Source: an optimization exercise on an open RTL-to-GDS flow (aim: small area, a short achievable clock period and few clock cycles). Production flows keep margins and buffers that such runs may drop.
At most, simulation tests tie the RTL to the original design; equivalence was not proved.
No activity file was given, so power comes from the tool's default toggle rates.

Setup of raven:
// gvi_codec
module gvi_codec (
    input  wire       clk,
    input  wire       rst,
    input  wire       enc_in_valid,
    output wire       enc_in_ready,
    input  wire [3:0] enc_in_nib,
    input  wire       enc_in_last,
    input  wire [3:0] enc_in_shift,
    output wire       enc_out_valid,
    input  wire       enc_out_ready,
    output wire [7:0] enc_out_char,
    output wire       enc_out_last,
    input  wire       dec_in_valid,
    output wire       dec_in_ready,
    input  wire [7:0] dec_in_char,
    input  wire       dec_in_last,
    input  wire [3:0] dec_in_shift,
    output wire       dec_out_valid,
    input  wire       dec_out_ready,
    output wire [3:0] dec_out_nib,
    output wire [1:0] dec_out_err,
    output wire       dec_out_last
);
Size: roughly 640 cells after synthesis, about 84 flip-flops, ~48 I/O pins.
export LEC_CHECK = 0
export CAP_MARGIN = 20
export CORE_MARGIN = 2
export CORE_UTILIZATION = 40
export SLEW_MARGIN = 20
create_clock -name core_clock -period 7.0 [get_ports {clk}]
run.sh (not shown) runs the stock make flow with config.mk's settings and CLKGATE_MAP_FILE= SYNTH_SCRIPT=/design/flow/synth_recipe.tcl, a recipe that flattens the netlist after the stock synthesis.
The inputs of violet differ from those of raven as listed below.
-- flow/config.mk --
<<< raven, line 11
>>> violet, line 11
export SETUP_SLACK_MARGIN = 3.5
==> run summary <==
Diff raven -> violet | average detailed-routed wire length per instance | up by a little under 10%. Summary: net switching power of the design, violet worse than raven. In violet, the cell area came out about 16% above the value in raven. In the metrics for violet and raven, the one carrying the higher share of cell area taken by flip-flops and latches is raven. The normalized max-slew margin in violet was higher than what raven gave. Relative to raven, the clock period minus worst slack of violet is lower by 1.34 ns.
> inputs changed (violet -> zinc)
==> flow/flow/run.sh (new file) <==
#!/bin/bash
# The standard layout, with synthesis left to ABC for the adders: yosys's
# full/half-adder extraction (ADDER_MAP_FILE) is skipped, nothing else changes.
set -euo pipefail
bash standard.sh ADDER_MAP_FILE= finish > orfs_make.log 2>&1
==> flow/standard.sh (new file) <==
#!/bin/bash
# synth_recipe.tcl (not shown) runs the flow's synth.tcl, then flattens the netlist and writes it again
# the make line also repeats each setting of config.mk as NAME=value (left out here)
make -C /OpenROAD-flow-scripts/flow DESIGN_CONFIG=/design/flow/config.mk WORK_HOME=/design/flow/orfs CLKGATE_MAP_FILE= SYNTH_SCRIPT=/design/flow/synth_recipe.tcl "${@:-finish}"
-- flow/config.mk --
<<< violet, line 11
export SETUP_SLACK_MARGIN = 3.5
>>> zinc, line 11
export SETUP_SLACK_MARGIN = 3.0
removed: flow/run.sh
### Flow results
zinc | status: complete | timing, DRC, antenna: pass. As far as global-route usage is concerned, violet and zinc perform about the same. A capture point of the critical path of u_encoder.ochar[5] is what zinc shows, while u_encoder.ochar[6] belongs to violet. Total chip power delta for zinc relative to violet: 0.37 mW lower. Summary: with violet as the reference, detailed-routing wirelength on met1 in zinc moved up by more than 10%.
Modified inputs, xenon compared to zinc
-- flow/config.mk --
<<< zinc, line 11
export SETUP_SLACK_MARGIN = 3.0
>>> xenon, line 11
--- outcome ---
Power spent charging and discharging nets for xenon is lower than for zinc.
Clock transition time at the flip-flop clock pins of the worst setup and hold paths essentially unchanged between zinc and xenon.
Taking zinc as 1.0, xenon lands at 0.905 on met2 wirelength from detailed routing.
zinc finished all stages; the layout is clean.
xenon did not stop at any stage, and its layout met the timing, design-rule and antenna checks.
Between zinc and xenon, relative contribution of the clock network to total power is higher for xenon, zinc comes in under that.
Measured against each other, zinc and xenon differ in number of fillers in the final layout, the higher figure coming from xenon.
Highest-power group = sequential cells: xenon; highest-power group = combinational cells: zinc
Side by side, total clock network power turned out lower in xenon than in zinc.
Going from zinc to xenon, max-slew headroom at the worst pin shrinks by 1.9 points.
Function was not checked in any run of this note: the RTL went through the layout flow alone.

Setup of run 1:
Another version of the RTL of gvi_codec (not shown whole).
Size in the first run: about 900 cells after synthesis, ~98 flip-flops, ~48 I/O pins.
clock: 7.0 ns
lec_check: 0
abc_area: 1
cap_margin: 20
core_margin: 2
core_utilization: 50
setup_slack_margin: 4.6
slew_margin: 20
tns_end_percent: 10
standard.sh (not shown) runs the stock make flow with config.mk's settings and CLKGATE_MAP_FILE= SYNTH_SCRIPT=/design/flow/synth_recipe.tcl, a recipe that flattens the netlist after the stock synthesis.
==> flow/flow/run.sh <==
#!/bin/bash
# The standard layout with two synthesis/placement choices changed:
# - yosys's full/half-adder extraction (ADDER_MAP_FILE) is skipped, so ABC
#   maps the adders and comparators with the rest of the logic;
# - the port buffers that placement inserts are buf_1 cells.
set -euo pipefail
bash standard.sh ADDER_MAP_FILE= "BUFFER_PORTS_ARGS=-buffer_cell sky130_fd_sc_hd__buf_1" finish > orfs_make.log 2>&1
Testbench counts of run 1, summed over its fixed seeds: cycles 36,153.
The inputs of run 2 differ from those of run 1 as listed below.
- TNS_END_PERCENT: 10 -> unset
- CORE_UTILIZATION: 50 -> 40
- PLACE_DENSITY: unset -> 0.75
- SETUP_SLACK_MARGIN: 4.6 -> 4.65
==> run summary <==
Run 2 vs run 1 — number of buffers other than clock buffers in the final layout climbed by a few percent
On run 2: minimum clock period is 39 ps lower than what run 1 gave.
Run 1 has lower site row count than run 2.
Compared to run 1, the routing of run 2 uses less wire.
Relative contribution of the clock network to total power down 0.7 points in run 2 wrt run 1
Relative to run 1, the final cell area reported for run 2 is higher.
Run 1 → run 2: clock-pin slew on the worst setup and hold paths about even, post-route worst setup slack rose by 39 ps.
Inputs modified between run 2 and run 3:
- swapping 4.65 for 4.6 in SETUP_SLACK_MARGIN
- clearing PLACE_DENSITY, which used to be 0.75
- swapping 40 for 50 in CORE_UTILIZATION
==> run summary <==
Higher setup slack among run 3 and run 2: run 3. Per the comparison of run 3 with run 2, post-route minimum period shrank by 42 ps; critical path depth fell 2; count of non-CTS buffers in the layout shows a reduction of 6; buffers plus inverters on the worst setup path -1; fraction of layout instances using a drive strength above 1 lost 1.7 points. Combinational power share (higher): run 3. Higher detail-routed via count per cell was reported by run 3, not run 2. For global route total overflow, run 2 and run 3 come out practically identical.
Setup changes, run 3 to run 4
- CTS_BUF_LIST newly set to sky130_fd_sc_hd__clkbuf_8
Findings:
In the reports for run 4 and run 3, the larger final area belongs to run 3. Compared to run 3, the router laid down more metal wire for run 4. Share of post-route cells with drive strength above 1 in run 4 vs run 3: down 0.43 points. Per the comparison of run 4 with run 3, cell count roughly the same; clock network area share lower; antenna diode instance count roughly the same. Lower maximum vdd ir drop among run 4 and run 3: run 4. [compare] base=run 3 new=run 4: global routing usage summed across all routing layers held, internal portion of total power went down 0.00011 W. When the final numbers for run 4 and run 3 were put side by side, the first-iteration detailed-routing DRC count turned out to be greater in run 4.
Modified inputs, run 5 compared to run 4
- a change of CORE_UTILIZATION from 50 to 58
- The final layouts of run 4 and run 5 pass the timing, design-rule and antenna checks.
- Compared with run 4, run 5 shows per-cell routed wire length that has gone up by a few percent.
- In the metrics for run 4 and run 5, the one carrying the higher worst path arrival time is run 4.
- Run 5 vs. run 4: buffer share of cell area now sits at about the same level; share of the clock period used by the worst path now sits at about the same level; number of nets in the finished design now sits at about the same level.

## port drivers added, routing unchanged
The flow's constraints put no driver on any port. The routed layouts listed below were extracted and timed again, unchanged, in two steps. Step 1: set_driving_cell puts a clkbuf_16 on clk and a buf_2 on each other input, an assumption about the parent block. Step 2 adds t to the input delays and takes it off the output delays; t is the mean of the earliest and latest rising clock arrival at the registers after step 1. Input paths then give back, and output paths get back, about the clock's delay inside the block. Slacks: ideal / step 1 / step 2; pairs: ideal / step 1.
| run | shift t [ns] | slack for setup (ns) | hold slack, ns | worst register clock-pin slew, ns |
|---|---|---|---|---|
| raven | 0.381 | 0.616 / 0.616 / 0.616 | 0.475 / 0.475 / 0.475 | 0.06 / 0.06 |
| violet | 0.387 | 1.954 / 1.954 / 1.954 | 0.465 / 0.465 / 0.465 | 0.07 / 0.07 |
| zinc | 0.389 | 2.998 / 2.998 / 2.998 | 0.456 / 0.456 / 0.456 | 0.07 / 0.07 |
| xenon | 0.388 | 2.288 / 2.288 / 2.288 | 0.458 / 0.458 / 0.458 | 0.07 / 0.07 |
| run 1 | 0.378 | 4.552 / 4.570 / 4.192 | 0.494 / 0.494 / 0.494 | 0.07 / 0.07 |
| run 2 | 0.387 | 4.591 / 4.561 / 4.174 | 0.489 / 0.489 / 0.489 | 0.07 / 0.07 |
| run 3 | 0.376 | 4.633 / 4.625 / 4.250 | 0.482 / 0.482 / 0.482 | 0.07 / 0.07 |
| run 4 | 0.396 | 4.615 / 4.623 / 4.227 | 0.480 / 0.480 / 0.480 | 0.09 / 0.09 |
| run 5 | 0.401 | 4.610 / 4.622 / 4.221 | 0.497 / 0.497 / 0.497 | 0.09 / 0.09 |
After both steps every run listed still meets setup and hold. For run 2, which loses most, drivers alone change the setup slack by -0.030 ns; drivers and shift together by -0.417 ns.
